Source: an optimization exercise on an open RTL-to-GDS flow (aim: small area). Production flows keep margins and buffers that such runs may drop.
RTL that was checked went through simulation tests only; none was proved equivalent to the original.
For runs 1 and 2, only the layout was checked, not whether the RTL still works.
Power is estimated from default activity; no workload was simulated.

==> design/flow/design.v <==
module rbhe_scanner (
    input  wire        clk,
    input  wire        rst,
    input  wire        enter,       
    input  wire        consume,     
    input  wire [7:0]  byte_in,
    input  wire        exact,       
    input  wire [1:0]  stage,       
    output wire        matched,     
    output reg  [15:0] scan_count,
    output reg         diverged
);
    reg  [2:0] kst;
    reg  [7:0] m_cur;
    reg  [7:0] m_first;
    reg        last;
    always @(*) begin
        case (stage)
            2'd0: begin
                m_first = 8'h52;
                last    = (kst == 3'd7);
                case (kst)
                    3'd0: m_cur = 8'h52;
                    3'd1: m_cur = 8'h42;
                    3'd2: m_cur = 8'h49;
                    3'd3: m_cur = 8'h4E;
                    3'd4: m_cur = 8'h36;
                    3'd5: m_cur = 8'h34;
                    3'd6: m_cur = 8'h0D;
                    default: m_cur = 8'h0A;
                endcase
            end
            2'd1: begin
                m_first = 8'h03;
                last    = (kst[1:0] == 2'd2);
                m_cur   = 8'h03;
            end
            default: begin
                m_first = 8'h4F;
                last    = kst[0];
                m_cur   = kst[0] ? 8'h4B : 8'h4F;
            end
        endcase
    end
    wire eq = (byte_in == m_cur);
    assign matched = eq && last && !diverged;
    always @(posedge clk) begin
        if (rst || enter) begin
            scan_count <= 16'd0;
            diverged   <= 1'b0;
            kst        <= 3'd0;
        end else if (consume) begin
            if (scan_count != 16'hFFFF) scan_count <= scan_count + 16'd1;
            diverged <= diverged | (exact & !eq);
            kst      <= eq ? kst + 3'd1 : {2'b00, byte_in == m_first};
        end
    end
endmodule
module rbhe (
    input  wire        clk,
    input  wire        rst,
    input  wire        bus_en,
    input  wire        bus_we,
    input  wire [7:0]  bus_addr,
    input  wire [31:0] bus_wdata,
    output reg  [31:0] bus_rdata,
    input  wire        rx_valid,
    input  wire [7:0]  rx_data,
    input  wire        rx_err,
    output wire        rx_ready,
    output wire        tx_valid,
    output reg  [7:0]  tx_data,
    output wire        tx_flush,
    input  wire        tx_ready,
    input  wire        tx_drained,
    input  wire        tx_err,
    output wire        irq,
    output wire        link_owned,
    output wire        handoff
);
    localparam [31:0] PAYLOAD_CAP = 32'd64;
    localparam [31:0] ID_VALUE    = 32'h5242_4845;
    localparam [31:0] MARKER_INFO = 32'h0000_0238;
    localparam [2:0] S_INIT = 3'd0, S_READY = 3'd1, S_TRIGGER = 3'd2, S_SEND_LEN = 3'd3,
                     S_ACK  = 3'd4, S_SEND_BODY = 3'd5, S_DONE = 3'd6, S_ERROR = 3'd7;
    localparam [2:0] E_RX = 3'd1, E_TX = 3'd2, E_DEADLINE = 3'd3, E_CANCEL = 3'd4, E_TOO_LARGE = 3'd5;
    reg  [2:0]  state;
    reg         drain;
    reg  [2:0]  len_idx;
    reg  [6:0]  tx_count;       
    reg  [15:0] stage_cycles;
    reg  [2:0]  err_cause;      
    reg  [2:0]  err_state;
    reg  [2:0]  mode;
    reg  [31:0] payload_len;
    reg  [31:0] deadline;
    reg  [31:0] pmem_addr;
    reg  [5:0]  events;
    reg  [5:0]  irq_en;
    reg  [7:0]  pmem [0:63];
    reg  [7:0]  pdata_hold;     
    wire        s_init = (state == S_INIT);
    wire        s_ready = (state == S_READY);
    wire        s_trig = (state == S_TRIGGER);
    wire        s_slen = (state == S_SEND_LEN);
    wire        s_ack = (state == S_ACK);
    wire        s_body = (state == S_SEND_BODY);
    wire        s_done = (state == S_DONE);
    wire        s_err = (state == S_ERROR);
    wire        active = !(s_init || s_done || s_err);
    wire        idle   = !active;
    wire        awaiting = s_ready || s_trig || s_ack;
    wire        sending  = s_slen || s_body;
    wire        bus_wr = bus_en && bus_we;
    wire        bus_rd = bus_en && !bus_we;
    wire        wr_ctrl     = bus_wr && (bus_addr == 8'h04);
    wire        wr_mode     = bus_wr && (bus_addr == 8'h0C);
    wire        wr_len      = bus_wr && (bus_addr == 8'h10);
    wire        wr_deadline = bus_wr && (bus_addr == 8'h14);
    wire        wr_paddr    = bus_wr && (bus_addr == 8'h18);
    wire        wr_pdata    = bus_wr && (bus_addr == 8'h1C);
    wire        wr_events   = bus_wr && (bus_addr == 8'h28);
    wire        wr_irq_en   = bus_wr && (bus_addr == 8'h2C);
    wire        cmd_start = wr_ctrl && bus_wdata[0] && s_init;
    wire        cmd_abort = wr_ctrl && bus_wdata[1] && active;
    wire        cmd_clear = wr_ctrl && bus_wdata[2] && (s_done || s_err);
    wire        too_large = (payload_len[31:7] != 25'd0) || (payload_len[6] && payload_len[5:0] != 6'd0);
    wire        deadline_hit = (deadline[31:16] == 16'd0) && (deadline[15:0] != 16'd0) &&
                               (stage_cycles >= deadline[15:0]);
    wire        await_err_rx = awaiting && rx_err;
    wire        await_err_dl = awaiting && !rx_err && deadline_hit;
    wire        await_step   = awaiting && !cmd_abort && !rx_err && !deadline_hit;
    wire        consume      = await_step && rx_valid;
    wire [1:0]  stage_sel   = s_ready ? 2'd0 : s_trig ? 2'd1 : 2'd2;
    wire        stage_exact = s_ready ? mode[0] : s_trig ? mode[1] : mode[2];
    wire        scan_matched;
    wire [15:0] scan_count;
    wire        diverged;
    wire        stage_match = consume && scan_matched;
    wire        send_err  = sending && tx_err && !cmd_abort;
    wire        send_step = sending && !tx_err && !cmd_abort;
    wire        byte_acc  = send_step && !drain && tx_ready;
    wire        drained   = send_step && drain && tx_drained;
    wire        len_drained = drained && s_slen;
    wire        start_ok   = cmd_start && !too_large;
    wire        scan_enter = start_ok || (stage_match && s_ready) || len_drained || cmd_clear;
    rbhe_scanner u_scanner (
        .clk        (clk),
        .rst        (rst),
        .enter      (scan_enter),
        .consume    (consume),
        .byte_in    (rx_data),
        .exact      (stage_exact),
        .stage      (stage_sel),
        .matched    (scan_matched),
        .scan_count (scan_count),
        .diverged   (diverged)
    );
    wire        raise_err = cmd_abort || await_err_rx || await_err_dl || send_err ||
                            (cmd_start && too_large);
    reg  [2:0]  raise_cause;
    always @(*) begin
        if (cmd_abort)                 raise_cause = E_CANCEL;
        else if (await_err_rx)         raise_cause = E_RX;
        else if (send_err)             raise_cause = E_TX;
        else if (await_err_dl)         raise_cause = E_DEADLINE;
        else                           raise_cause = E_TOO_LARGE;
    end
    wire [15:0] stage_cycles_inc = (stage_cycles == 16'hFFFF) ? stage_cycles : stage_cycles + 16'd1;
    always @(posedge clk) begin
        if (rst) begin
            state        <= S_INIT;
            drain        <= 1'b0;
            len_idx      <= 3'd0;
            tx_count     <= 7'd0;
            stage_cycles <= 16'd0;
            err_cause    <= 3'd0;
            err_state    <= 3'd0;
            mode         <= 3'd0;
            payload_len  <= 32'd0;
            deadline     <= 32'd0;
            pmem_addr    <= 32'd0;
            events       <= 6'd0;
            irq_en       <= 6'd0;
        end else begin
            if (wr_mode && idle)     mode        <= bus_wdata[2:0];
            if (wr_len && idle)      payload_len <= bus_wdata;
            if (wr_deadline && idle) deadline    <= bus_wdata;
            if (wr_paddr && idle)    pmem_addr   <= bus_wdata;
            if (wr_pdata && idle)    pmem_addr   <= pmem_addr + 32'd1;
            if (wr_irq_en)           irq_en      <= bus_wdata[5:0];
            events <= (wr_events ? (events & ~bus_wdata[5:0]) : events)
                    | {raise_err,
                       drained && s_body,
                       stage_match && s_ack,
                       len_drained,
                       stage_match && s_trig,
                       stage_match && s_ready};
            if (cmd_clear) begin
                state        <= S_INIT;
                err_cause    <= 3'd0;
                err_state    <= 3'd0;
                drain        <= 1'b0;
                len_idx      <= 3'd0;
                tx_count     <= 7'd0;
                stage_cycles <= 16'd0;
            end else if (raise_err) begin
                err_state <= state;
                err_cause <= raise_cause;
                state     <= S_ERROR;
                drain     <= 1'b0;
            end else if (start_ok) begin
                state        <= S_READY;
                len_idx      <= 3'd0;
                tx_count     <= 7'd0;
                drain        <= 1'b0;
                stage_cycles <= 16'd0;
            end else if (await_step) begin
                if (stage_match) begin
                    stage_cycles <= s_ready ? 16'd0 : stage_cycles_inc;
                    if (s_ready)      state <= S_TRIGGER;
                    else if (s_trig)  state <= S_SEND_LEN;
                    else begin
                        state <= S_SEND_BODY;
                        drain <= (payload_len[6:0] == 7'd0);
                    end
                end else begin
                    stage_cycles <= stage_cycles_inc;
                end
            end else if (byte_acc) begin
                if (s_slen) begin
                    len_idx <= len_idx + 3'd1;
                    if (len_idx[1:0] == 2'd3) drain <= 1'b1;
                end else begin
                    tx_count <= tx_count + 7'd1;
                    if (tx_count + 7'd1 == payload_len[6:0]) drain <= 1'b1;
                end
            end else if (drained) begin
                drain <= 1'b0;
                if (s_slen) begin
                    state        <= S_ACK;
                    stage_cycles <= 16'd0;
                end else begin
                    state <= S_DONE;
                end
            end
        end
    end
    wire        paddr_in = (pmem_addr[31:6] == 26'd0);
    wire [5:0]  rd_addr  = idle ? pmem_addr[5:0] : tx_count[5:0];
    wire [7:0]  rd_byte  = pmem[rd_addr];
    always @(posedge clk) begin
        if (!rst && wr_pdata && idle && paddr_in)
            pmem[pmem_addr[5:0]] <= bus_wdata[7:0];
    end
    always @(posedge clk) begin
        if (idle) pdata_hold <= rd_byte;
    end
    wire [7:0]  pdata = idle ? rd_byte : pdata_hold;
    assign rx_ready   = awaiting;
    assign tx_valid   = sending && !drain;
    assign tx_flush   = sending && drain;
    assign irq        = |(events & irq_en);
    assign link_owned = active;
    assign handoff    = s_done;
    always @(*) begin
        if (s_slen && !drain) begin
            case (len_idx[1:0])
                2'd0: tx_data = payload_len[7:0];
                2'd1: tx_data = payload_len[15:8];
                2'd2: tx_data = payload_len[23:16];
                default: tx_data = payload_len[31:24];
            endcase
        end else if (s_body && !drain) begin
            tx_data = rd_byte;
        end else begin
            tx_data = 8'h00;
        end
    end
    wire [31:0] status = {13'd0, len_idx, 1'b0, err_state, 1'b0, err_cause, 2'b00,
                          drain, diverged, active, state};
    always @(*) begin
        bus_rdata = 32'd0;
        if (bus_rd) begin
            case (bus_addr)
                8'h00: bus_rdata = ID_VALUE;
                8'h08: bus_rdata = status;
                8'h0C: bus_rdata = {29'd0, mode};
                8'h10: bus_rdata = payload_len;
                8'h14: bus_rdata = deadline;
                8'h18: bus_rdata = pmem_addr;
                8'h1C: bus_rdata = paddr_in ? {24'd0, pdata} : 32'd0;
                8'h20: bus_rdata = {16'd0, scan_count};
                8'h24: bus_rdata = {25'd0, tx_count};
                8'h28: bus_rdata = {26'd0, events};
                8'h2C: bus_rdata = {26'd0, irq_en};
                8'h30: bus_rdata = PAYLOAD_CAP;
                8'h34: bus_rdata = MARKER_INFO;
                8'h38: bus_rdata = {16'd0, stage_cycles};
                default: bus_rdata = 32'd0;
            endcase
        end
    end
endmodule
==> design/flow/run.sh <==
#!/bin/bash
# synth_recipe.tcl (not shown) runs the flow's synth.tcl, then flattens the netlist and writes it again
# the make line also repeats each setting of config.mk as NAME=value (left out here)
make -C /OpenROAD-flow-scripts/flow DESIGN_CONFIG=/design/flow/config.mk WORK_HOME=/design/flow/orfs CLKGATE_MAP_FILE= SYNTH_SCRIPT=/design/flow/synth_recipe.tcl finish
==> design/flow/config.mk <==
export PLATFORM = sky130hd
export DESIGN_NAME = rbhe
export DESIGN_NICKNAME = rbhe
export VERILOG_FILES = /design/flow/design.v
export SDC_FILE = /design/flow/constraint.sdc
export NUM_CORES = 4
export LEC_CHECK = 0
export CAP_MARGIN = 20
export CORE_MARGIN = 2
export CORE_UTILIZATION = 40
export PLACE_DENSITY = 0.6
export SLEW_MARGIN = 20
==> design/flow/constraint.sdc <==
create_clock -name core_clock -period 10.0 [get_ports {clk}]
set_input_delay 2.0000 -clock core_clock [delete_from_list [all_inputs] [get_ports {clk}]]
set_output_delay 2.0000 -clock core_clock [all_outputs]
set_load 0.01 [all_outputs]
==> flow_metrics.py, run 1 <==
metrics = {
    "grt": {
        "antenna_found_initial": 2,
        "grtUsageTotal_pct": 23.6,
        "grt_overflow": 0,
        "grt_pass1_wl_mm": 145,
        "grt_max_degree": 91,
        "grt_pass1_vias": 22700,
    },
    "logic_synthesis": {
        "synth_cell_types": 88,
        "synth_nets": 2769,
        "synth_top_flop_cell": "edfxtp_1",
        "ys_seq_area_share_pct": 60.4,
        "ys_warn_count": 2,
        "synth_edf_count": 512,
        "syn-instance-count": 2682,
        "yosys_register_bits": 687,
        "syn_area_sq_um": 31300,
        "syn_area_per_cell_sq_um": 11.7,
        "async_flop_share_pct": 0,
    },
    "floorplanning": {
        "ios": 103,
        "fp.coreArea_sq_um": 77500,
        "start_util_pct": 40.4,
        "die_x_um": 284,
        "dieArea_sq_um": 80400,
        "rows": 102,
        "die_h_um": 284,
    },
    "place": {
        "post-dp-hpwl_mm": 65.1,
        "dpl_cell_area_sq_um": 33400,
        "gp_congestion": 0.957,
        "port-buffer-count": 102,
        "dp_slack_ns": 2.45,
        "placed_cells": 3717,
    },
    "critical_path": {
        "required_ns": 8.00,
        "crit_arrival_ns": 6.36,
        "r2r_cells": 10,
        "r2r-start": "state[1]",
        "worst_r2r_endpoint": "pmem[14][0]",
        "critPathMaxFanout": 56,
        "r2r_slack_ns": 4.78,
        "timing_worst_setup_path_type": "register to output pin",
        "end_kind": "output pin",
        "worst_setup_path_start_kind": "register",
    },
    "clock_tree": {
        "numCtsBuffers": 76,
        "path_clk_slew_ns": 0.07,
        "clockBufferDepth": 3,
        "post-cts-setup-buffers": 0,
        "htree_levels": 3,
        "clockRootBuffer": "clkbuf_16",
        "clk_latency_ns": 0.63,
        "cts.sinks": 687,
        "holdBufCountCts": 0,
        "cts_tree": "built",
        "cts_resized": 0,
    },
    "final_layout": {
        "stdcell_area_sq_um": 35800,
        "layout_commonest_cell": "edfxtp_1",
        "fin_cells": 3856,
        "area_growth_pct": 14.6,
        "layout-drive-gt1-share_pct": 7.92,
        "fillCellCount": 7001,
        "fin_nets": 2842,
        "layout_common_cells": "512 x edfxtp_1, 325 x nand2_1, 319 x mux2i_1",
    },
    "run": {
        "drv_cap": 0,
    },
    "routing": {
        "wire_per_inst_um": 25.1,
        "drt.antenna.violating_nets": 0,
        "drt_pass1_iterations": 8,
        "route.detailed.drc": 0,
        "viasPerCell": 6.02,
        "wl_mm": 96.9,
        "vias": 23200,
        "drt_iter0_drc": 2697,
    },
    "timing": {
        "whs_ns": 0.457,
        "drv_slew": 0,
        "setup_slack_ns": 1.64,
        "clock_skew_ns": 0.0248,
        "period_minus_slack_ns": 8.36,
        "timing.final.crit_share_pct": 83.6,
        "grt_setup_unrepaired": "false",
        "setup_viol": 0,
        "fmax_ghz": 0.120,
        "hold_violations": 0,
        "finalSetupTns_ns": 0,
        "worst_slew_pin_slew_ns": 1.21,
        "max_slew_margin_pct": 18.3,
    },
    "worst_hold_path": {
        "hold_start": "pdata_hold[6]",
        "holdPathEnd": "pdata_hold[6]",
        "holdPathStages": 2,
        "hold_path_class": "register to register",
    },
    "power": {
        "clkPwrFrac_pct": 42.4,
        "p_comb_share_pct": 9.0,
        "p_per_area_nw_per_um2": 179,
        "sequentialPowerShare_pct": 48.6,
        "p_sw_share_pct": 25.2,
        "p_leak_uw": 0.0116,
        "p_int_uw": 4810,
        "max-vdd-ir-drop_mv": 0.109,
        "power.switching_uw": 1620,
    },
    "status": {
        "status": "finished clean",
    },
}
==> through the flow <==
stage / utilization [%] / power, uW
6_report: 46.3 / 6430
5_1_grt: 46.3 / 6630
4_1_cts: 46.2 / 6460
3_5_place_dp: 43.1 / 3750
3_3_place_gp: 43.1 / 3740
2_1_floorplan: - / 3500
==> Yosys cell counts, types with 14 or more instances <==
cell	count	area share (%)
a21oi_1	159	2.5
a221oi_1	14	0.39
a222oi_1	24	0.77
a22oi_1	46	1.1
a31oi_1	32	0.64
and3_1	17	0.34
buf_1	16	0.19
buf_2	26	0.42
clkbuf_1	96	1.2
dfxtp_1	175	11
edfxtp_1	512	49
ha_1	30	1.2
inv_1	41	0.49
mux2i_1	319	10
nand2_1	326	3.9
nand3_1	126	2.0
nand4_1	23	0.46
nor2_1	209	2.5
nor2b_1	14	0.28
nor3_1	34	0.54
nor4_1	54	1.1
o21ai_0	54	0.86
o22ai_1	61	1.2
or3_1	14	0.28
xnor2_1	20	0.56
==> power by group through the flow <==
stage          Clock [uW]  Combinational, uW  Sequential, uW
6_report             2720                579            3130
5_1_grt              2880                620            3130
4_1_cts              2770                565            3130
3_5_place_dp            0                563            3190
3_3_place_gp            0                554            3190
2_1_floorplan           0                332            3160
==> cell type report <==
class                      count  area, sq um  share of cell area [%]
clock inverter                49          453                    1.26
clock buffer                  89         1980                    5.53
antenna                        1         2.50                 0.00698
inverter                      43          161                   0.450
sequential                   687        18900                    52.7
timing repair buffer         149         1380                    3.86
multi-input combinational   1798        11700                    32.6
tap                         1040         1300                    3.63
==> metal layers <==
| layer | part of all wire, % | global-route usage (%) |
|---|---|---|
| met1 | 40 | 30.7 |
| met2 | 48 | 39.1 |
| met3 | 7.2 | 3.91 |
| met4 | 4.7 | 10.3 |
| met5 | 0.0072 | 0 |
==> state kept, by name (all words and copies together), names as in the netlist, 6 cells and up <==
register and count:
pdata_hold 8, events 6, deadline 32, irq_en 6, payload_len 32, u_scanner.scan_count 16, pmem_addr 32, stage_cycles 16
pmem 512, tx_count 7
==> worst max-delay path, cell delays in order, from the launching register on <==
cell,delay [ns]
dfxtp_1,0.83
nor2_1,0.31
o221ai_4,0.91
buf_12,0.41
mux2i_1,0.15
mux2i_1,0.23
o22ai_1,0.21
nor4_1,1.06
nand3_1,0.41
o221ai_1,0.49
clkdlybuf4s50_1,0.63
==> cell families (layout without fill, tap and decap cells) <==
kind of cell,count (synthesis),count (layout),synth area share (%)
flops,687,687,60.4
other cells,0,1,0
simple gates,898,898,13.5
fa+ha+maj,30,30,1.20
buf+inv,197,330,2.71
xor+xnor,26,26,0.728
mux,324,324,10.4
compound gates,520,520,11.1
==> worst max path at each step <==
stage,startpoint,to,cells past startpoint
after floorplan,bus_addr[4],bus_rdata[0],8
after global placement,bus_addr[4],bus_rdata[5],9
after detailed placement,bus_addr[4],bus_rdata[5],9
after CTS,state[1],bus_rdata[4],10
after global routing,state[1],bus_rdata[5],10
final,state[1],bus_rdata[2],10
==> run 2, diff against run 1 <==
--- a/design/flow/config.mk
+++ b/design/flow/config.mk
@@ -8,5 +8,6 @@
 export CAP_MARGIN = 20
 export CORE_MARGIN = 2
 export CORE_UTILIZATION = 40
+export CTS_BUF_LIST = sky130_fd_sc_hd__clkbuf_4 sky130_fd_sc_hd__clkbuf_8
 export PLACE_DENSITY = 0.6
 export SLEW_MARGIN = 20
==> run 2 against run 1 <==
Net effect: maximum frequency decreased by 0.77%; utilization decreased by 0.16 points; cell area decreased by 0.34%; largest cell class unchanged; highest routed layer unchanged.
==> flow_metrics.py, run 2 <==
metrics = {
    "timing": {
        "setup_viol": 0,
        "worst_slew_pin_slew_ns": 1.19,
        "timing.final.crit_share_pct": 84.3,
        "period_minus_slack_ns": 8.43,
        "max_slew_margin_pct": 20.1,
        "finalSetupTns_ns": 0,
        "drv_slew": 0,
        "fmax_ghz": 0.119,
        "grt_setup_unrepaired": "false",
        "clock_skew_ns": 0.0453,
        "hold_violations": 0,
    },
    "clock_tree": {
        "holdBufCountCts": 0,
        "path_clk_slew_ns": 0.07,
        "cts_resized": 0,
        "clk_latency_ns": 0.74,
        "cts_tree": "built",
        "clockBufferDepth": 3,
        "numCtsBuffers": 110,
        "cts.sinks": 687,
        "htree_levels": 3,
        "clockRootBuffer": "clkbuf_8",
        "post-cts-setup-buffers": 0,
    },
    "floorplanning": {
        "die_h_um": 284,
        "fp.coreArea_sq_um": 77500,
        "die_x_um": 284,
        "start_util_pct": 40.4,
        "dieArea_sq_um": 80400,
        "rows": 102,
        "ios": 103,
    },
    "grt": {
        "grt_overflow": 0,
        "antenna_found_initial": 3,
        "grt_pass1_wl_mm": 145,
        "grt_max_degree": 91,
        "grtUsageTotal_pct": 23.7,
        "grt_pass1_vias": 22900,
    },
    "logic_synthesis": {
        "synth_area_leaders": "edfxtp_1 49%, dfxtp_1 11%, mux2i_1 10%",
        "syn_area_per_cell_sq_um": 11.7,
        "ys_seq_area_share_pct": 60.4,
        "synth_nets": 2769,
        "syn-instance-count": 2682,
        "async_flop_share_pct": 0,
        "synth_edf_count": 512,
        "synth_top_cell_area_share_pct": 49.2,
        "ys_warn_count": 2,
        "yosys_register_bits": 687,
        "synth_top_flop_cell": "edfxtp_1",
        "synth.most_common_cell": "edfxtp_1",
        "synth_cell_types": 88,
        "syn_area_sq_um": 31300,
        "yosysTopAreaCell": "edfxtp_1",
        "yosys-top-cells-count": "512 x edfxtp_1, 326 x nand2_1, 319 x mux2i_1",
    },
    "routing": {
        "route.detailed.drc": 0,
        "drt.antenna.violating_nets": 0,
        "wire_per_inst_um": 24.8,
        "drt_pass1_iterations": 7,
        "vias": 23200,
        "viasPerCell": 5.93,
        "wl_mm": 97.1,
        "drt_iter0_drc": 2634,
    },
    "critical_path": {
        "worst_r2r_endpoint": "pmem[14][5]",
        "cp-startpoint": "state[1]",
        "endpoint": "bus_rdata[4]",
        "r2r_cells": 10,
        "end_kind": "output pin",
        "cp.depth": 10,
        "slowest_stage": "nor4_1",
        "worst_setup_path_start_kind": "register",
        "path_common_cell": "mux2i_1",
        "critPathMaxFanout": 90,
        "crit_chain": "nor2_1 > o221ai_4 > buf_12 > mux2i_1 > mux2i_1 > o22ai_1 > nor4_1 > nand3_1 > o221ai_1 > clkdlybuf4s50_1",
        "crit_arrival_ns": 6.43,
        "r2r_slack_ns": 4.72,
        "cp_num_buf_inv": 2,
        "slowest_delay_ns": 0.99,
        "required_ns": 8.00,
        "r2r-start": "state[1]",
        "timing_worst_setup_path_type": "register to output pin",
        "cpLargestDelayFamily": "simple AND/OR/NAND/NOR gates",
    },
    "final_layout": {
        "layout_common_cells": "512 x edfxtp_1, 325 x nand2_1, 319 x mux2i_1",
        "fin_nets": 2876,
        "fin_cells": 3922,
        "layout_commonest_cell": "edfxtp_1",
        "area_growth_pct": 14.2,
        "largest_register_ffs": 512,
        "layout-drive-gt1-share_pct": 9.90,
        "fillCellCount": 7067,
    },
    "worst_hold_path": {
        "hold_path_class": "register to register",
    },
    "power": {
        "p_leak_uw": 0.0116,
        "p_comb_share_pct": 9.3,
        "p_per_area_nw_per_um2": 174,
        "power.switching_uw": 1580,
        "p_sw_share_pct": 25.4,
        "clkPwrFrac_pct": 40.4,
        "p_int_uw": 4640,
        "max-vdd-ir-drop_mv": 0.100,
        "sequentialPowerShare_pct": 50.3,
    },
    "status": {
        "status": "finished clean",
    },
    "place": {
        "port-buffer-count": 102,
        "post-dp-hpwl_mm": 65.1,
        "gp_congestion": 0.957,
        "placed_cells": 3717,
    },
    "run": {
        "drv_cap": 0,
    },
}
==> run 2: cell counts after synthesis <==
Identical to the previous run, type by type.
==> run 2: power groups by stage <==
stage / registers (uW) / logic (uW) / clock network (uW)
floorplan: 3160 / 332 / 0
global placement: 3190 / 554 / 0
detailed placement: 3190 / 563 / 0
CTS: 3130 / 566 / 2550
global route: 3130 / 620 / 2680
finish: 3130 / 578 / 2510
==> run 2: per-layer routing <==
layer | up-vias | track usage, % | routed length (um)
met5 | - | 0 | 12
met4 | 2 | 10.4 | 4000
met3 | 226 | 3.64 | 6820
met2 | 1097 | 39.2 | 46800
met1 | 11500 | 30.8 | 39500
li1 | 10500 | - | -
==> run 2: final cells by class <==
cell class | count | area (sq um) | share of cell area [%]
flip-flops and latches | 687 | 18900 | 52.9
clock buffers | 155 | 1920 | 5.38
well taps | 1040 | 1300 | 3.64
clock inverters | 48 | 389 | 1.09
multi-input cells | 1798 | 11700 | 32.7
repair buffers | 149 | 1380 | 3.87
diodes | 2 | 5.00 | 0.0140
inverters | 43 | 161 | 0.452
==> run 2: worst min path at each step <==
stage | startpoint | end | slack (ns) | depth (start not counted)
6_report | pdata_hold[6] | pdata_hold[6] | 0.45 | 2
3_3_place_gp | pdata_hold[3] | pdata_hold[3] | 0.43 | 2
5_1_grt | pdata_hold[3] | pdata_hold[3] | 0.48 | 2
3_5_place_dp | pdata_hold[6] | pdata_hold[6] | 0.44 | 2
2_1_floorplan | pdata_hold[0] | pdata_hold[0] | 0.42 | 2
4_1_cts | pdata_hold[6] | pdata_hold[6] | 0.46 | 2
==> run 2: logic make-up after synthesis <==
group,Yosys count,synth area share [%]
and+or+nand+nor,898,13.5
DFF,687,60.4
AOI/OAI and AO/OA,520,11.1
muxes,324,10.4
buffers and inverters,197,2.71
adders and majority gates,30,1.20
xor gates and xnor gates,26,0.728
==> run 2: worst register-to-register path, delay by kind of cell (launching register included) <==
kind                   cells  cell delay (ns)
buffers and inverters      3             0.75
DFF                        1             0.80
and+or+nand+nor            7             3.33
==> run 2: per-stage QoR <==
step	hold slack (ns)	util (%)	setup WS (ns)	area, sq um	total power, uW
floorplan	0.419	-	3.96	31300	3500
global placement	0.431	43.1	2.41	33400	3740
detailed placement	0.442	43.1	2.45	33400	3750
CTS	0.458	46.1	1.75	35700	6240
global route	0.478	46.1	1.34	35700	6430
finish	0.454	46.1	1.57	35700	6220
==> run 3, diff against run 2 <==
--- a/design/flow/design.v
+++ b/design/flow/design.v
@@ -97,7 +97,6 @@
     reg  [31:0] pmem_addr;
     reg  [5:0]  events;
     reg  [5:0]  irq_en;
-    reg  [7:0]  pmem [0:63];
     reg  [7:0]  pdata_hold;     
     wire        s_init = (state == S_INIT);
     wire        s_ready = (state == S_READY);
@@ -248,11 +247,14 @@
     end
     wire        paddr_in = (pmem_addr[31:6] == 26'd0);
     wire [5:0]  rd_addr  = idle ? pmem_addr[5:0] : tx_count[5:0];
-    wire [7:0]  rd_byte  = pmem[rd_addr];
-    always @(posedge clk) begin
-        if (!rst && wr_pdata && idle && paddr_in)
-            pmem[pmem_addr[5:0]] <= bus_wdata[7:0];
-    end
+    wire [7:0]  rd_byte;
+    rbhe_pmem u_pmem (
+        .clk   (clk),
+        .we    (!rst && wr_pdata && idle && paddr_in),
+        .addr  (rd_addr),
+        .wdata (bus_wdata[7:0]),
+        .rdata (rd_byte)
+    );
     always @(posedge clk) begin
         if (idle) pdata_hold <= rd_byte;
     end
@@ -302,3 +304,39 @@
         end
     end
 endmodule
+module rbhe_pmem (
+    input  wire       clk,
+    input  wire       we,
+    input  wire [5:0] addr,
+    input  wire [7:0] wdata,
+    output wire [7:0] rdata
+);
+    reg  [7:0] mem [0:63];
+    wire [7:0] lo = 8'd1 << addr[2:0];
+    wire [7:0] hi = 8'd1 << addr[5:3];
+    genvar i, j, b;
+    generate
+        for (j = 0; j < 64; j = j + 1) begin : g_wr
+            always @(posedge clk)
+                if (we && hi[j/8] && lo[j%8]) mem[j] <= wdata;
+        end
+        for (b = 0; b < 8; b = b + 1) begin : g_bit
+            wire [7:0] grp;
+            for (j = 0; j < 8; j = j + 1) begin : g_grp
+                wire [7:0] col;
+                for (i = 0; i < 8; i = i + 1) begin : g_col
+                    assign col[i] = mem[8*j+i][b];
+                end
+                rbhe_ao8 u_g (.s(lo), .d(col), .y(grp[j]));
+            end
+            rbhe_ao8 u_r (.s(hi), .d(grp), .y(rdata[b]));
+        end
+    endgenerate
+endmodule
+module rbhe_ao8 (
+    input  wire [7:0] s,
+    input  wire [7:0] d,
+    output wire       y
+);
+    assign y = |(s & d);
+endmodule
--- a/design/flow/config.mk
+++ b/design/flow/config.mk
@@ -8,6 +8,10 @@
 export CAP_MARGIN = 20
 export CORE_MARGIN = 2
 export CORE_UTILIZATION = 40
-export CTS_BUF_LIST = sky130_fd_sc_hd__clkbuf_4 sky130_fd_sc_hd__clkbuf_8
+export CTS_BUF_LIST = sky130_fd_sc_hd__clkbuf_16
+export CTS_CLUSTER_DIAMETER = 60
+export CTS_CLUSTER_SIZE = 30
 export PLACE_DENSITY = 0.6
 export SLEW_MARGIN = 20
+export SYNTH_HIERARCHICAL = 1
+export SYNTH_MINIMUM_KEEP_SIZE = 0
==> run 3 against run 2 <==
Net effect: count of clock-buffer cells in the layout decreased by 111; worst hold slack improved by 0.021 ns; setup slack got worse by 0.38 ns; global-route usage hardly changed; power fell by 7.5%; maximum frequency fell by 4.3%; utilization is 0.22 points lower; first-iteration DRC count grew 6.9%; critical endpoint is now bus_rdata[6]; largest power group unchanged; highest routed layer is now met4.
==> flow_metrics.py, run 3 <==
metrics = {
    "critical_path": {
        "critPathMaxFanout": 41,
        "slowest_delay_ns": 0.78,
        "r2r-start": "state[2]",
        "r2r_slack_ns": 4.54,
        "timing_worst_setup_path_type": "register to output pin",
        "end_kind": "output pin",
        "crit_arrival_ns": 6.81,
        "cpLargestDelayFamily": "simple AND/OR/NAND/NOR gates",
        "worst_r2r_endpoint": "pdata_hold[5]",
        "crit_chain": "or3_1 > and2_1 > mux2_2 > or3_1 > inv_2 > buf_4 > a22oi_1 > nand4_1 > a22oi_1 > nand4_1 > mux2_2 > nand2_1 > a31oi_1 > clkdlybuf4s50_1",
        "cp_num_buf_inv": 3,
        "worst_setup_path_start_kind": "register",
        "slowest_stage": "inv_2",
        "r2r_cells": 11,
        "required_ns": 8.00,
    },
    "clock_tree": {
        "cts_resized": 0,
        "path_clk_slew_ns": 0.08,
        "holdBufCountCts": 0,
        "cts.sinks": 687,
        "clk_latency_ns": 0.64,
        "clockRootBuffer": "clkbuf_16",
        "numCtsBuffers": 44,
        "clockBufferDepth": 3,
        "post-cts-setup-buffers": 0,
        "htree_levels": 2,
        "cts_tree": "built",
    },
    "logic_synthesis": {
        "synthMuxAreaShare_pct": 1.28,
        "yosys.area_share.adder_pct": 1.29,
        "synth_cell_types": 87,
        "yosys-top-cells-count": "512 x edfxtp_1, 325 x a22oi_1, 249 x nand2_1",
        "ys_seq_area_share_pct": 64.9,
        "syn_area_sq_um": 29100,
        "synth_top_cell_area_share_pct": 52.8,
        "ys_warn_count": 10,
        "synth_edf_count": 512,
        "yosys.area_share.simple_pct": 13.2,
        "synthXorXnorAreaFrac_pct": 0.752,
        "yosys_register_bits": 687,
        "async_flop_share_pct": 0,
        "syn_area_per_cell_sq_um": 12.3,
        "synth_nets": 2446,
        "synth_top_flop_cell": "edfxtp_1",
        "yosysTopAreaCell": "edfxtp_1",
        "synth_compound_area_share_pct": 16.5,
        "synth_top_family_by_area": "compound AO/OA/AOI/OAI gates",
        "syn-instance-count": 2359,
        "synth_area_leaders": "edfxtp_1 53%, dfxtp_1 12%, a22oi_1 8.4%",
        "synth.most_common_cell": "edfxtp_1",
    },
    "final_layout": {
        "diodes": 0,
        "area_growth_pct": 13.1,
        "final_util_pct": 45.9,
        "layout_commonest_cell": "edfxtp_1",
        "fin_nets": 2532,
        "layout-drive-gt1-share_pct": 8.14,
        "layout_common_cells": "512 x edfxtp_1, 325 x a22oi_1, 249 x nand2_1",
        "fillCellCount": 6401,
        "fin_cells": 3431,
        "largest_register_ffs": 512,
    },
    "timing": {
        "worst_slew_pin_slew_ns": 1.08,
        "timing.final.crit_share_pct": 88.1,
        "drv_slew": 0,
        "max_slew_margin_pct": 28.1,
        "setup_viol": 0,
        "clock_skew_ns": 0.0469,
        "period_minus_slack_ns": 8.81,
        "fmax_ghz": 0.114,
        "hold_violations": 0,
        "grt_setup_unrepaired": "false",
        "finalSetupTns_ns": 0,
    },
    "worst_hold_path": {
        "holdPathEnd": "deadline[21]",
        "hold_path_class": "register to register",
        "hold_start": "deadline[21]",
        "holdPathStages": 2,
    },
    "grt": {
        "grt_overflow": 0,
        "antenna_found_initial": 1,
        "grt_max_degree": 97,
        "grtUsageTotal_pct": 23.6,
        "grt_pass1_vias": 20600,
        "grt_pass1_wl_mm": 134,
    },
    "floorplanning": {
        "dieArea_sq_um": 74900,
        "start_util_pct": 40.6,
        "fp.coreArea_sq_um": 71700,
        "ios": 103,
        "die_h_um": 274,
        "die_x_um": 274,
        "rows": 98,
    },
    "place": {
        "placed_cells": 3349,
        "post-dp-hpwl_mm": 61.0,
        "port-buffer-count": 102,
        "gp_congestion": 0.967,
    },
    "power": {
        "p_per_area_nw_per_um2": 175,
        "max-vdd-ir-drop_mv": 0.169,
        "power_uw": 5750,
        "p_leak_uw": 0.00985,
    },
    "routing": {
        "drt_iter0_drc": 2815,
        "wl_mm": 91.3,
        "met2_wirelength_mm": 42.3,
        "viasPerCell": 6.37,
        "dr.max_layer_used": "met4",
        "drt.antenna.violating_nets": 0,
        "wire_per_inst_um": 26.6,
        "drt_pass1_iterations": 9,
        "dr_wl_met3_mm": 9.00,
        "vias": 21900,
        "route.detailed.drc": 0,
        "drt-met1-wl_mm": 36.4,
    },
    "status": {
        "status": "finished clean",
    },
    "run": {
        "drv_cap": 0,
    },
}
==> run 3: worst reg2reg max path: stages, from the launching register on <==
cell and delay, ns:
dfxtp_1 0.73, or3_1 0.40, and2_1 0.73, mux2_2 0.49
nand3b_1 0.45, inv_2 0.51, buf_4 0.37, a22oi_1 0.26
nand4_1 0.16, a22oi_1 0.66, nand4_1 0.26, mux2_2 0.34
==> run 3: metrics by stage <==
step,cell area (sq um),hold slack (ns),worst slack [ns]
after global placement,31200,0.455,2.11
after CTS,32900,0.471,1.32
after floorplan,29100,0.429,3.49
after global routing,32900,0.502,0.985
final,32900,0.475,1.19
after detailed placement,31200,0.462,2.00
==> run 3: layer usage <==
metal	vias up	GRT usage (%)
li1	9520	-
met1	10900	31.8
met2	1263	37.8
met3	222	4.82
met4	0	8.82
met5	-	0
==> run 3: power breakdown <==
part           switching (uW)  internal, uW
Combinational             328           191
Sequential               48.3          3090
Clock                    1140           954
Total                    1520          4230
==> run 3: final cells by class <==
type / count / area (sq um) / area share, %
flip-flops and latches: 687 / 18900 / 57.4
clock buffers: 44 / 1100 / 3.35
clock inverters: 38 / 573 / 1.74
well taps: 950 / 1190 / 3.61
multi-input cells: 1523 / 9700 / 29.5
repair buffers: 141 / 1280 / 3.90
inverters: 48 / 183 / 0.555
==> run 3: logic make-up after synthesis <==
group                    after synthesis
multiplexers                          35
AND/OR/NAND/NOR                      758
XOR/XNOR                              25
adder cells (fa/ha/maj)               30
buffers and inverters                149
flip-flops                           687
AO/OA/AOI/OAI                        675
==> run 3: worst max-delay path by stage <==
stage,from,to,slack (ns),cells past startpoint
2_1_floorplan,state[2],bus_rdata[1],3.49,18
3_5_place_dp,state[2],bus_rdata[3],2.00,14
5_1_grt,state[2],bus_rdata[4],0.98,14
3_3_place_gp,state[2],bus_rdata[3],2.11,14
6_report,state[2],bus_rdata[6],1.19,14
4_1_cts,state[2],bus_rdata[4],1.32,14
==> run 3: per-module statistics from Yosys, one instance, submodules excluded <==
module | flip-flops and latches | cell area (sq um)
rbhe | 155 | 9160
rbhe_ao8 | 0 | 36.3
rbhe_pmem | 512 | 15900
rbhe_scanner | 20 | 1380
==> run 4, diff against run 3 <==
--- a/design/flow/config.mk
+++ b/design/flow/config.mk
@@ -8,9 +8,9 @@
 export CAP_MARGIN = 20
 export CORE_MARGIN = 2
 export CORE_UTILIZATION = 40
-export CTS_BUF_LIST = sky130_fd_sc_hd__clkbuf_16
-export CTS_CLUSTER_DIAMETER = 60
-export CTS_CLUSTER_SIZE = 30
+export CTS_BUF_LIST = sky130_fd_sc_hd__clkbuf_8
+export CTS_CLUSTER_DIAMETER = 50
+export CTS_CLUSTER_SIZE = 20
 export PLACE_DENSITY = 0.6
 export SLEW_MARGIN = 20
 export SYNTH_HIERARCHICAL = 1
==> run 4 against run 3 <==
Net effect: still clean on timing, DRC and antenna; utilization decreased by 0.17 points; combinational power barely moved; clock power shrank 6%; synthesized cell count unchanged; setup slack worse by 0.098 ns; global-route usage is 0.13 points higher.
==> flow_metrics.py, run 4 <==
metrics = {
    "run": {
        "drv_cap": 0,
    },
    "timing": {
        "clock_skew_ns": 0.0834,
        "drv_slew": 0,
        "max_slew_margin_pct": 27.2,
        "fmax_ghz": 0.112,
        "worst_slew_pin_slew_ns": 1.09,
        "setup_viol": 0,
        "whs_ns": 0.472,
        "finalSetupTns_ns": 0,
        "grt_setup_unrepaired": "false",
        "hold_violations": 0,
        "setup_slack_ns": 1.09,
        "period_minus_slack_ns": 8.91,
        "timing.final.crit_share_pct": 89.1,
    },
    "critical_path": {
        "worst_setup_path_start_kind": "register",
        "slowest_delay_ns": 0.80,
        "timing_worst_setup_path_type": "register to output pin",
        "r2r_slack_ns": 4.55,
        "crit_chain": "or3_1 > and2_1 > mux2_2 > or3b_1 > inv_2 > buf_4 > a22oi_1 > nand4_1 > a22oi_1 > nand4_1 > mux2_2 > nand2_1 > a31oi_1 > clkdlybuf4s50_1",
        "crit_arrival_ns": 6.91,
        "r2r_cells": 11,
        "r2r-start": "state[2]",
        "end_kind": "output pin",
        "cpLargestDelayFamily": "simple AND/OR/NAND/NOR gates",
        "slowest_stage": "inv_2",
        "critPathMaxFanout": 41,
        "worst_r2r_endpoint": "pdata_hold[2]",
        "required_ns": 8.00,
        "cp_num_buf_inv": 3,
    },
    "logic_synthesis": {
        "syn_area_sq_um": 29100,
        "syn-instance-count": 2359,
        "synth_nets": 2446,
        "synth_area_leaders": "edfxtp_1 53%, dfxtp_1 12%, a22oi_1 8.4%",
        "synth.most_common_cell": "edfxtp_1",
        "ys_seq_area_share_pct": 64.9,
        "yosys_register_bits": 687,
        "syn_area_per_cell_sq_um": 12.3,
        "ys_warn_count": 10,
        "synth_cell_types": 87,
        "synth_top_cell_area_share_pct": 52.8,
        "synth_edf_count": 512,
        "synth_top_flop_cell": "edfxtp_1",
        "async_flop_share_pct": 0,
        "yosys-top-cells-count": "512 x edfxtp_1, 325 x a22oi_1, 249 x nand2_1",
        "yosysTopAreaCell": "edfxtp_1",
    },
    "final_layout": {
        "fin_nets": 2555,
        "fillCellCount": 6409,
        "final_util_pct": 45.7,
        "fin_cells": 3474,
        "layout_common_cells": "512 x edfxtp_1, 325 x a22oi_1, 249 x nand2_1",
        "area_growth_pct": 12.7,
        "layout_commonest_cell": "edfxtp_1",
        "largest_register_ffs": 512,
        "layout-drive-gt1-share_pct": 9.35,
    },
    "power": {
        "clkPwrFrac_pct": 35.0,
        "sequentialPowerShare_pct": 55.7,
        "p_sw_share_pct": 26.6,
        "power.switching_uw": 1500,
        "p_leak_uw": 0.00983,
        "p_comb_share_pct": 9.2,
        "max-vdd-ir-drop_mv": 0.0948,
        "p_int_uw": 4130,
        "p_per_area_nw_per_um2": 172,
    },
    "grt": {
        "grt_pass1_wl_mm": 134,
        "grt_overflow": 0,
        "antenna_found_initial": 3,
        "grt_pass1_vias": 20800,
        "grtUsageTotal_pct": 23.8,
        "grt_max_degree": 97,
    },
    "routing": {
        "drt_iter0_drc": 2669,
        "drt.antenna.violating_nets": 0,
        "route.detailed.drc": 0,
        "wire_per_inst_um": 26.3,
        "viasPerCell": 6.30,
        "drt_pass1_iterations": 8,
        "wl_mm": 91.3,
        "vias": 21900,
    },
    "clock_tree": {
        "cts.sinks": 687,
        "clockRootBuffer": "clkbuf_8",
        "holdBufCountCts": 0,
        "path_clk_slew_ns": 0.08,
        "post-cts-setup-buffers": 0,
        "htree_levels": 3,
        "cts_resized": 0,
        "cts_tree": "built",
        "clockBufferDepth": 3,
        "clk_latency_ns": 0.71,
        "numCtsBuffers": 67,
    },
    "floorplanning": {
        "dieArea_sq_um": 74900,
        "start_util_pct": 40.6,
        "rows": 98,
        "ios": 103,
        "die_x_um": 274,
        "die_h_um": 274,
        "fp.coreArea_sq_um": 71700,
    },
    "worst_hold_path": {
        "holdPathEnd": "deadline[21]",
        "hold_start": "deadline[21]",
        "hold_path_class": "register to register",
        "holdPathStages": 2,
    },
    "place": {
        "gp_congestion": 0.967,
        "placed_cells": 3349,
        "port-buffer-count": 102,
        "dp_slack_ns": 2.00,
        "post-dp-hpwl_mm": 61.0,
    },
    "status": {
        "status": "finished clean",
    },
}
## run 4: worst max-delay path by stage
stage	from	to	slack (ns)	cells after the start
after CTS	state[2]	bus_rdata[3]	1.23	14
after global placement	state[2]	bus_rdata[3]	2.11	14
after detailed placement	state[2]	bus_rdata[3]	2.00	14
final	state[2]	bus_rdata[6]	1.09	14
after global routing	state[2]	bus_rdata[2]	0.93	14
after floorplan	state[2]	bus_rdata[1]	3.49	18
## run 4: routing by layer
metal  up-vias  GRT usage, %  routed length, um
met5         -             0                  0
met4         0          8.93               3250
met3       200          5.00               8950
met2      1258          37.9              42400
met1     10800          31.9              36700
li1       9578             -                  -
## run 4: logic make-up after synthesis
| family | Yosys count | share of synthesized area (%) |
|---|---|---|
| and+or+nand+nor | 758 | 13.2 |
| DFF | 687 | 64.9 |
| AOI/OAI and AO/OA | 675 | 16.5 |
| buffers and inverters | 149 | 2.06 |
| muxes | 35 | 1.28 |
| adders and majority gates | 30 | 1.29 |
| xor gates and xnor gates | 25 | 0.752 |
## run 4: Yosys stat by module (local to each module, per instance)
module,flip-flops and latches,copies in the design,cells
rbhe,155,1,1204
rbhe_pmem,512,1,624
rbhe_scanner,20,1,171
rbhe_ao8,0,72,5
## run 4: final cells by class
class                   count  area, sq um  share of cell area (%)
diodes                      1         2.50                 0.00763
clock buffers              69          950                    2.90
clock inverters            55          598                    1.82
inverters                  48          183                   0.557
multi-input cells        1523         9700                    29.6
flip-flops and latches    687        18900                    57.6
well taps                 950         1190                    3.63
repair buffers            141         1280                    3.92
## run 4: per-stage QoR
stage               power [uW]  area, sq um
global route              5810        32800
CTS                       5650        32800
detailed placement        3710        31200
finish                    5630        32800
floorplan                 3500        29100
global placement          3690        31200
## run 4: power by group through the flow
stage,Clock (uW),Sequential [uW],Combinational [uW]
6_report,1970,3140,519
5_1_grt,2110,3140,551
4_1_cts,2000,3130,508
2_1_floorplan,0,3170,333
3_5_place_dp,0,3200,506
3_3_place_gp,0,3200,494
## run 4: worst min-delay path: stages (launching register included)
cell	delay (ns)
dfxtp_1	0.32
nand2_1	0.05
a21oi_1	0.05
==> run 5, diff against run 4 <==
==> design/flow/flow/run.sh (new file) <==
#!/bin/bash
# Own layout flow: the standard flow (standard.sh, standard synthesis
# unchanged), with CTS without dummy loads and larger sink clusters, port
# buffers of the smallest buffer cell, and power (area) recovery after
# global routing.
set -euo pipefail
export CTS_ARGS="-sink_clustering_enable -repair_clock_nets -sink_clustering_size 30 -sink_clustering_max_diameter 60 -buf_list sky130_fd_sc_hd__clkbuf_16 -dont_use_dummy_load"
export BUFFER_PORTS_ARGS="-buffer_cell sky130_fd_sc_hd__buf_1"
export RECOVER_POWER=100
bash standard.sh > standard_make.log 2>&1
==> design/flow/standard.sh (new file) <==
#!/bin/bash
# synth_recipe.tcl (not shown) runs the flow's synth.tcl, then flattens the netlist and writes it again
# the make line also repeats each setting of config.mk as NAME=value (left out here)
make -C /OpenROAD-flow-scripts/flow DESIGN_CONFIG=/design/flow/config.mk WORK_HOME=/design/flow/orfs CLKGATE_MAP_FILE= SYNTH_SCRIPT=/design/flow/synth_recipe.tcl "${@:-finish}"
--- a/design/flow/config.mk
+++ b/design/flow/config.mk
@@ -8,9 +8,6 @@
 export CAP_MARGIN = 20
 export CORE_MARGIN = 2
 export CORE_UTILIZATION = 40
-export CTS_BUF_LIST = sky130_fd_sc_hd__clkbuf_8
-export CTS_CLUSTER_DIAMETER = 50
-export CTS_CLUSTER_SIZE = 20
 export PLACE_DENSITY = 0.6
 export SLEW_MARGIN = 20
 export SYNTH_HIERARCHICAL = 1
removed: design/flow/run.sh
==> run 5 against run 4 <==
Net effect: now fails the layout checks on capacitance limit, slew limit; combinational power is 8.7% lower; cell area fell by 3.8%; largest cell class unchanged; power shrank 5.9%.
==> flow_metrics.py, run 5 <==
metrics = {
    "clock_tree": {
        "htree_levels": 2,
        "numCtsBuffers": 44,
        "post-cts-setup-buffers": 0,
        "clockRootBuffer": "clkbuf_16",
        "cts_resized": 0,
        "path_clk_slew_ns": 0.07,
        "holdBufCountCts": 0,
        "clk_latency_ns": 0.63,
        "cts_tree": "built",
        "clockBufferDepth": 3,
        "cts.sinks": 687,
    },
    "power": {
        "power.switching_uw": 1270,
        "power_uw": 5300,
        "p_per_area_nw_per_um2": 168,
        "max-vdd-ir-drop_mv": 0.131,
        "clkPwrFrac_pct": 31.7,
        "p_int_uw": 4030,
        "p_comb_share_pct": 8.9,
        "p_leak_uw": 0.00926,
        "p_sw_share_pct": 24.0,
        "sequentialPowerShare_pct": 59.3,
    },
    "critical_path": {
        "crit_chain": "or3_1 > and2_0 > mux2_1 > nand3b_1 > inv_1 > buf_4 > a22oi_1 > nand4_1 > a22oi_1 > nand4_1 > mux2_2 > nand2_1 > a31oi_1 > buf_1",
        "worst_setup_path_start_kind": "register",
        "critPathMaxFanout": 33,
        "required_ns": 8.00,
        "r2r_slack_ns": 3.95,
        "r2r_cells": 11,
        "worst_r2r_endpoint": "pdata_hold[2]",
        "end_kind": "output pin",
        "r2r-start": "state[2]",
        "slowest_stage": "inv_1",
        "crit_arrival_ns": 7.05,
        "slowest_delay_ns": 1.15,
        "timing_worst_setup_path_type": "register to output pin",
    },
    "routing": {
        "drt.antenna.violating_nets": 0,
        "drt_pass1_iterations": 9,
        "route.detailed.drc": 0,
        "viasPerCell": 6.35,
        "wire_per_inst_um": 26.7,
        "drt_iter0_drc": 2736,
        "wl_mm": 90.6,
        "vias": 21600,
    },
    "logic_synthesis": {
        "yosys-top-cells-count": "512 x edfxtp_1, 325 x a22oi_1, 249 x nand2_1",
        "synth_top_flop_cell": "edfxtp_1",
        "yosys.area_share.simple_pct": 13.2,
        "yosys.area_share.adder_pct": 1.29,
        "synthMuxAreaShare_pct": 1.28,
        "synth_area_leaders": "edfxtp_1 53%, dfxtp_1 12%, a22oi_1 8.4%",
        "synth_top_cell_area_share_pct": 52.8,
        "async_flop_share_pct": 0,
        "yosysTopAreaCell": "edfxtp_1",
        "synth.most_common_cell": "edfxtp_1",
        "ys_seq_area_share_pct": 64.9,
        "ys_warn_count": 10,
        "synth_edf_count": 512,
        "synth_top_family_by_area": "compound AO/OA/AOI/OAI gates",
        "syn_area_per_cell_sq_um": 12.3,
        "syn_area_sq_um": 29100,
        "yosys_register_bits": 687,
        "synthXorXnorAreaFrac_pct": 0.752,
        "synth_compound_area_share_pct": 16.5,
        "synth_nets": 2446,
        "syn-instance-count": 2359,
        "synth_cell_types": 87,
    },
    "grt": {
        "grt_overflow": 0,
        "grtUsageTotal_pct": 23.6,
        "grt_pass1_wl_mm": 134,
        "grt_max_degree": 72,
        "antenna_found_initial": 4,
        "grt_pass1_vias": 20500,
    },
    "final_layout": {
        "layout_common_cells": "512 x edfxtp_1, 325 x a22oi_1, 250 x nand2_1",
        "layout_commonest_cell": "edfxtp_1",
        "area_growth_pct": 8.45,
        "fin_nets": 2531,
        "layout-drive-gt1-share_pct": 5.08,
        "largest_register_ffs": 512,
    },
    "floorplanning": {
        "die_x_um": 274,
        "rows": 98,
        "dieArea_sq_um": 74900,
        "fp.coreArea_sq_um": 71700,
        "start_util_pct": 40.6,
        "ios": 103,
        "die_h_um": 274,
    },
    "worst_hold_path": {
        "hold_path_class": "register to register",
        "hold_start": "deadline[21]",
        "holdPathStages": 2,
        "holdPathEnd": "deadline[21]",
    },
    "status": {
        "failed_checks": "capacitance limit, slew limit",
        "status": "failed layout checks",
    },
    "timing": {
        "finalSetupTns_ns": 0,
        "timing.final.crit_share_pct": 90.5,
        "period_minus_slack_ns": 9.05,
        "worst_slew_pin_slew_ns": 3.69,
        "whs_ns": 0.469,
        "setup_viol": 0,
        "grt_setup_unrepaired": "false",
        "fmax_ghz": 0.111,
        "max_slew_margin_pct": -146,
        "drv_slew": 643,
        "clock_skew_ns": 0.105,
        "hold_violations": 0,
    },
    "run": {
        "drv_cap": 13,
    },
    "place": {
        "port-buffer-count": 102,
        "gp_congestion": 0.957,
        "post-dp-hpwl_mm": 60.6,
    },
}
run 5: cell counts after synthesis:
Identical to the previous run, type by type.
run 5: modules after synthesis, one instance, submodules excluded:
module	cells inside	times used	flops+latches	cell area [sq um]
rbhe_ao8	5	72	0	36.3
rbhe_scanner	171	1	20	1380
rbhe_pmem	624	1	512	15900
rbhe	1204	1	155	9160
run 5: area by class of cell:
class | instances | area (sq um)
diodes | 2 | 5.00
repair buffers | 140 | 624
multi-input cells | 1523 | 9580
clock buffers | 44 | 1100
inverters | 48 | 180
fillers | 6635 | 40200
well taps | 950 | 1190
flip-flops and latches | 687 | 18900
run 5: logic make-up after synthesis:
family,count (synthesis)
compound gates,675
xor+xnor,25
fa+ha+maj,30
buf+inv,149
flops,687
mux,35
simple gates,758
run 5: critical path, delay by kind of cell, from the launching register on:
kind,cells,cell delay [ns]
buffers and inverters,3,1.94
DFF,1,0.71
and+or+nand+nor,6,2.32
AOI/OAI and AO/OA,3,0.73
muxes,2,0.70
run 5: layer usage:
layer	wire (um)	track usage, %	share of wire [%]
met1	36600	32.0	40
met2	42100	37.8	46
met3	8770	4.84	9.7
met4	3150	7.78	3.5
met5	42	0	0.046
run 5: how the worst max path moves through the flow:
stage	start	to	slack [ns]	cells after the start
final	state[2]	bus_rdata[5]	0.95	14
after global routing	state[2]	bus_rdata[5]	0.72	14
after CTS	state[2]	bus_rdata[4]	1.57	14
after detailed placement	state[2]	bus_rdata[4]	2.23	14
after global placement	state[2]	bus_rdata[5]	2.42	14
after floorplan	state[2]	bus_rdata[1]	3.49	18
run 5: metrics by stage:
step | std cells | instance area, sq um | worst slack [ns] | util [%]
final | 3394 | 31600 | 0.955 | 44.0
after global routing | 3392 | 31600 | 0.722 | 44.0
after CTS | 3392 | 31700 | 1.57 | 44.2
after detailed placement | 3348 | 30600 | 2.23 | 42.7
after global placement | 3348 | 30600 | 2.42 | 42.6
after floorplan | 2359 | 29100 | 3.49 | -
run 5: power groups by stage:
stage                     Sequential (uW)  Combinational (uW)  Clock [uW]
after floorplan                      3170                 333           0
after global placement               3200                 464           0
after detailed placement             3200                 479           0
after CTS                            3140                 482        1700
after global routing                 3150                 510        1800
final                                3140                 474        1680
==> run 6, diff against run 5 <==
==> design/flow/flow/run.sh (replaced) <==
#!/bin/bash
# Own layout flow: the standard flow (standard.sh, standard synthesis
# unchanged), with CTS without dummy loads and larger sink clusters, port
# buffers of the smallest buffer cell.
set -euo pipefail
export CTS_ARGS="-sink_clustering_enable -repair_clock_nets -sink_clustering_size 30 -sink_clustering_max_diameter 60 -buf_list sky130_fd_sc_hd__clkbuf_16 -dont_use_dummy_load"
export BUFFER_PORTS_ARGS="-buffer_cell sky130_fd_sc_hd__buf_1"
bash standard.sh > standard_make.log 2>&1
==> run 6 against run 5 <==
Net effect: now clean on timing, DRC and antenna; combinational power grew 4%; cell count is essentially flat; global-route usage is the same; count of clock-buffer cells in the layout unchanged; critical path depth unchanged; sequential power barely moved; die area unchanged; via count decreased by 0.19%; sequential share of layout area is 0.32 points lower; clock power barely moved; largest power group unchanged.
==> flow_metrics.py, run 6 <==
metrics = {
    "logic_synthesis": {
        "synth_compound_area_share_pct": 16.5,
        "syn_area_per_cell_sq_um": 12.3,
        "synthMuxAreaShare_pct": 1.28,
        "syn_area_sq_um": 29100,
        "synth_top_cell_area_share_pct": 52.8,
        "yosys_register_bits": 687,
        "yosys.area_share.simple_pct": 13.2,
        "yosys-top-cells-count": "512 x edfxtp_1, 325 x a22oi_1, 249 x nand2_1",
        "synth_edf_count": 512,
        "synth.most_common_cell": "edfxtp_1",
        "synthXorXnorAreaFrac_pct": 0.752,
        "async_flop_share_pct": 0,
        "synth_nets": 2446,
        "yosysTopAreaCell": "edfxtp_1",
        "synth_top_family_by_area": "compound AO/OA/AOI/OAI gates",
        "yosys.area_share.adder_pct": 1.29,
        "synth_top_flop_cell": "edfxtp_1",
        "ys_warn_count": 10,
        "synth_cell_types": 87,
        "ys_seq_area_share_pct": 64.9,
        "syn-instance-count": 2359,
        "synth_area_leaders": "edfxtp_1 53%, dfxtp_1 12%, a22oi_1 8.4%",
    },
    "timing": {
        "worst_slew_pin_slew_ns": 1.05,
        "fmax_ghz": 0.117,
        "timing.final.crit_share_pct": 85.2,
        "drv_slew": 0,
        "setup_viol": 0,
        "clock_skew_ns": 0.110,
        "finalSetupTns_ns": 0,
        "grt_setup_unrepaired": "false",
        "hold_violations": 0,
        "max_slew_margin_pct": 29.6,
        "period_minus_slack_ns": 8.52,
    },
    "critical_path": {
        "required_ns": 8.00,
        "worst_r2r_endpoint": "pdata_hold[5]",
        "worst_setup_path_start_kind": "register",
        "cp-startpoint": "state[2]",
        "crit_chain": "or3_1 > and2_1 > mux2_2 > nand3b_1 > inv_2 > buf_4 > a22oi_1 > nand4_1 > a22oi_1 > nand4_1 > mux2_2 > nand2_1 > a31oi_1 > buf_1",
        "cp_num_buf_inv": 3,
        "r2r_cells": 11,
        "timing_worst_setup_path_type": "register to output pin",
        "slowest_delay_ns": 0.81,
        "r2r_slack_ns": 4.45,
        "r2r-start": "state[2]",
        "slowest_stage": "inv_2",
        "end_kind": "output pin",
        "critPathMaxFanout": 34,
        "cpLargestDelayFamily": "simple AND/OR/NAND/NOR gates",
        "crit_arrival_ns": 6.52,
    },
    "final_layout": {
        "layout_common_cells": "512 x edfxtp_1, 325 x a22oi_1, 249 x nand2_1",
        "layout_commonest_cell": "edfxtp_1",
        "fin_nets": 2531,
        "layout-drive-gt1-share_pct": 6.72,
        "largest_register_ffs": 512,
        "area_growth_pct": 9.03,
    },
    "routing": {
        "drt_pass1_iterations": 10,
        "drt_iter0_drc": 2744,
        "drt.antenna.violating_nets": 0,
        "wire_per_inst_um": 26.7,
        "route.detailed.drc": 0,
        "viasPerCell": 6.34,
        "vias": 21500,
        "wl_mm": 90.7,
    },
    "power": {
        "max-vdd-ir-drop_mv": 0.132,
        "p_per_area_nw_per_um2": 167,
        "power_uw": 5310,
        "p_leak_uw": 0.00935,
    },
    "floorplanning": {
        "start_util_pct": 40.6,
        "ios": 103,
        "rows": 98,
        "dieArea_sq_um": 74900,
        "die_h_um": 274,
        "fp.coreArea_sq_um": 71700,
        "die_x_um": 274,
    },
    "clock_tree": {
        "clockBufferDepth": 3,
        "path_clk_slew_ns": 0.07,
        "post-cts-setup-buffers": 0,
        "htree_levels": 2,
        "holdBufCountCts": 0,
        "clk_latency_ns": 0.63,
        "cts_resized": 0,
        "clockRootBuffer": "clkbuf_16",
        "cts_tree": "built",
        "numCtsBuffers": 44,
        "cts.sinks": 687,
    },
    "place": {
        "post-dp-hpwl_mm": 60.6,
        "gp_congestion": 0.957,
        "port-buffer-count": 102,
    },
    "status": {
        "status": "finished clean",
    },
    "grt": {
        "grtUsageTotal_pct": 23.6,
        "grt_pass1_vias": 20500,
        "grt_overflow": 0,
        "antenna_found_initial": 3,
        "grt_max_degree": 72,
        "grt_pass1_wl_mm": 134,
    },
    "worst_hold_path": {
        "holdPathEnd": "deadline[21]",
        "holdPathStages": 2,
        "hold_start": "deadline[21]",
        "hold_path_class": "register to register",
    },
    "run": {
        "drv_cap": 0,
    },
}
[run 6: cell families (layout without fill, tap and decap cells)]
logic type	count (synthesis)	in the layout
adders and majority gates	30	30
and+or+nand+nor	758	758
xor gates and xnor gates	25	25
other	0	1
DFF	687	687
muxes	35	35
buffers and inverters	149	232
AOI/OAI and AO/OA	675	675
[run 6: per-layer routing]
layer  track usage, %  part of all wire, %  vias to the layer above
met1             32.0                   41                    10700
met3             4.84                  9.1                      205
met5                0                0.042                        -
met2             37.8                   46                     1099
met4             7.78                  3.5                        6
li1                 -                    -                     9463
[run 6: worst max-delay path by stage]
stage	end	slack [ns]	depth (start not counted)
6_report	bus_rdata[5]	1.48	14
2_1_floorplan	bus_rdata[1]	3.49	18
3_3_place_gp	bus_rdata[5]	2.42	14
5_1_grt	bus_rdata[5]	1.27	14
4_1_cts	bus_rdata[4]	1.57	14
3_5_place_dp	bus_rdata[4]	2.23	14
[run 6: modules after synthesis (local to each module, per instance)]
module        cells inside  area [sq um]
rbhe_pmem              624         15900
rbhe                  1204          9160
rbhe_scanner           171          1380
rbhe_ao8                 5          36.3
[run 6: power by group]
| part | leakage, uW | switching, uW | total (uW) | internal, uW |
|---|---|---|---|---|
| Clock | 0.000542 | 902 | 1680 | 780 |
| Sequential | 0.00601 | 47.9 | 3140 | 3090 |
| Combinational | 0.00279 | 328 | 491 | 163 |
[run 6: cell type report]
class	instances	area, sq um
well taps	950	1190
repair buffers	140	682
clock buffers	44	1100
multi-input cells	1523	9690
inverters	48	180
fillers	6596	40000
diodes	1	2.50
flip-flops and latches	687	18900
[run 6: worst min-delay path, stage by stage, from the launching register on]
cell	delay (ns)
dfxtp_1	0.32
nand2_1	0.05
a21oi_1	0.05
[run 6: through the flow]
step | worst slack [ns] | hold slack (ns) | cells | instance area, sq um | utilization (%)
after detailed placement | 2.23 | 0.458 | 3348 | 30600 | 42.7
final | 1.48 | 0.468 | 3393 | 31700 | 44.2
after global placement | 2.42 | 0.453 | 3348 | 30600 | 42.6
after global routing | 1.27 | 0.499 | 3392 | 31700 | 44.2
after floorplan | 3.49 | 0.429 | 2359 | 29100 | -
after CTS | 1.57 | 0.467 | 3392 | 31700 | 44.2
==> run 7, diff against run 6 <==
--- a/design/flow/design.v
+++ b/design/flow/design.v
@@ -125,7 +125,7 @@
     wire        cmd_clear = wr_ctrl && bus_wdata[2] && (s_done || s_err);
     wire        too_large = (payload_len[31:7] != 25'd0) || (payload_len[6] && payload_len[5:0] != 6'd0);
     wire        deadline_hit = (deadline[31:16] == 16'd0) && (deadline[15:0] != 16'd0) &&
-                               (stage_cycles >= deadline[15:0]);
+                               (stage_cycles == deadline[15:0]);
     wire        await_err_rx = awaiting && rx_err;
     wire        await_err_dl = awaiting && !rx_err && deadline_hit;
     wire        await_step   = awaiting && !cmd_abort && !rx_err && !deadline_hit;
@@ -142,7 +142,7 @@
     wire        drained   = send_step && drain && tx_drained;
     wire        len_drained = drained && s_slen;
     wire        start_ok   = cmd_start && !too_large;
-    wire        scan_enter = start_ok || (stage_match && s_ready) || len_drained || cmd_clear;
+    wire        scan_enter = (stage_match && s_ready) || len_drained || cmd_clear;
     rbhe_scanner u_scanner (
         .clk        (clk),
         .rst        (rst),
@@ -210,10 +210,6 @@
                 drain     <= 1'b0;
             end else if (start_ok) begin
                 state        <= S_READY;
-                len_idx      <= 3'd0;
-                tx_count     <= 7'd0;
-                drain        <= 1'b0;
-                stage_cycles <= 16'd0;
             end else if (await_step) begin
                 if (stage_match) begin
                     stage_cycles <= s_ready ? 16'd0 : stage_cycles_inc;
==> run 7 against run 6 <==
Net effect: clock skew down 0.039 ns; utilization decreased by 0.15 points; synthesized cell count increased by 1.2%; cell area shrank 0.16%; largest power group unchanged.
==> flow_metrics.py, run 7 <==
metrics = {
    "timing": {
        "grt_setup_unrepaired": "false",
        "period_minus_slack_ns": 7.74,
        "drv_slew": 0,
        "setup_viol": 0,
        "fmax_ghz": 0.129,
        "max_slew_margin_pct": 22.4,
        "clock_skew_ns": 0.0707,
        "whs_ns": 0.476,
    },
    "clock_tree": {
        "cts_tree": "built",
        "htree_levels": 2,
        "post-cts-setup-buffers": 0,
        "clockBufferDepth": 3,
        "clockRootBuffer": "clkbuf_16",
        "holdBufCountCts": 0,
        "cts.sinks": 687,
    },
    "final_layout": {
        "fin_cells": 3407,
        "layout-drive-gt1-share_pct": 6.80,
        "layout_common_cells": "512 x edfxtp_1, 334 x a22oi_1, 244 x nand2_1",
        "fin_nets": 2530,
        "final_util_pct": 44.1,
        "layout_commonest_cell": "edfxtp_1",
    },
    "routing": {
        "viasPerCell": 6.21,
        "drt_pass1_iterations": 8,
        "route.detailed.drc": 0,
    },
    "worst_hold_path": {
        "hold_path_class": "register to register",
        "hold_start": "pdata_hold[3]",
    },
    "logic_synthesis": {
        "synth_nets": 2458,
        "synth.most_common_cell": "edfxtp_1",
        "yosys-top-cells-count": "512 x edfxtp_1, 334 x a22oi_1, 245 x nand2_1",
        "synth_edf_count": 512,
    },
    "critical_path": {
        "crit_chain": "nor3_1 > nor2_2 > buf_4 > mux2_2 > nand3b_1 > inv_2 > buf_4 > a22oi_1 > nand4_1 > a22oi_1 > nand4_1 > mux2_2 > a21oi_1 > a31oi_1 > buf_1",
        "slowest_delay_ns": 0.66,
        "end_kind": "output pin",
        "worst_setup_path_start_kind": "register",
        "crit_arrival_ns": 5.74,
        "r2r-start": "state[0]",
    },
    "grt": {
        "grt_pass1_vias": 20500,
        "grt_overflow": 0,
        "antenna_found_initial": 0,
    },
    "floorplanning": {
        "fp.coreArea_sq_um": 71900,
        "die_x_um": 274,
        "start_util_pct": 40.5,
        "ios": 103,
    },
    "status": {
        "status": "finished clean",
    },
    "place": {
        "post-dp-hpwl_mm": 57.8,
        "dp_slack_ns": 2.94,
    },
    "power": {
        "max-vdd-ir-drop_mv": 0.167,
        "p_per_area_nw_per_um2": 169,
    },
    "run": {
        "drv_cap": 0,
    },
}
## run 7: cell types whose count changed after synthesis, moves of 12 or more
cell     change
o21ai_0     +16
xnor2_1     +12
inv_1       -15
ha_1        -16
buf_2       +13
## run 7: kinds of logic (layout without fill, tap and decap cells)
family	after synthesis	after routing	share of synthesized area, %
flip-flops	687	687	64.8
adder cells (fa/ha/maj)	14	14	0.601
XOR/XNOR	47	47	1.41
buffers and inverters	149	219	2.20
AND/OR/NAND/NOR	765	765	13.4
multiplexers	24	24	0.885
AO/OA/AOI/OAI	701	701	16.8
## run 7: layout make-up
class | instances | area, sq um | area share, %
Tap cell | 950 | 1190 | 3.75
Multi-Input combinational cell | 1551 | 9670 | 30.5
Inverter | 33 | 124 | 0.391
Sequential cell | 687 | 18900 | 59.6
Clock buffer | 45 | 1130 | 3.55
Timing Repair Buffer | 141 | 693 | 2.19
## run 7: metal layers
layer / global-route usage [%] / wire [um] / vias to the layer above
li1: - / - / 9533
met1: 30.5 / 35300 / 10500
met2: 37.5 / 41300 / 993
met3: 3.91 / 7230 / 164
met4: 7.89 / 3050 / 0
met5: 0 / 0 / -
## run 7: modules after synthesis (local to each module, per instance)
| module | flops+latches | area (sq um) |
|---|---|---|
| rbhe | 155 | 9200 |
| rbhe_pmem | 512 | 15900 |
| rbhe_ao8 | 0 | 36.3 |
| rbhe_scanner | 20 | 1380 |
## run 7: critical path: cells and delay by family (launching register included)
family	cells	cell delay, ns
AND/OR/NAND/NOR	5	1.38
AO/OA/AOI/OAI	4	0.77
multiplexers	2	0.66
flip-flops	1	0.59
buffers and inverters	4	1.70
## run 7: power by group
part / switching, uW / internal (uW)
logic: 361 / 173
clock network: 893 / 795
registers: 42.9 / 3090
## run 7: path summary, 6_finish.rpt
| path | to | cells past startpoint |
|---|---|---|
| setup / recovery | bus_rdata[3] | 15 |
| setup reg to reg | u_scanner.diverged | 14 |
| hold reg to reg | pdata_hold[3] | 1 |
| hold / removal | pdata_hold[3] | 1 |
## run 7: metrics by stage
stage	area (sq um)	total power [uW]
finish	31700	5360
global route	31700	5540
CTS	31700	5380
detailed placement	30500	3720
global placement	30500	3700
floorplan	29100	3530

Setup slack of run 7, layout unchanged: 2.255 ns with ideal ports, 2.190 ns with driving cells assumed (clock clkbuf_16, inputs buf_2), 2.831 ns with port delays also shifted by the 0.640 ns mid clock arrival.
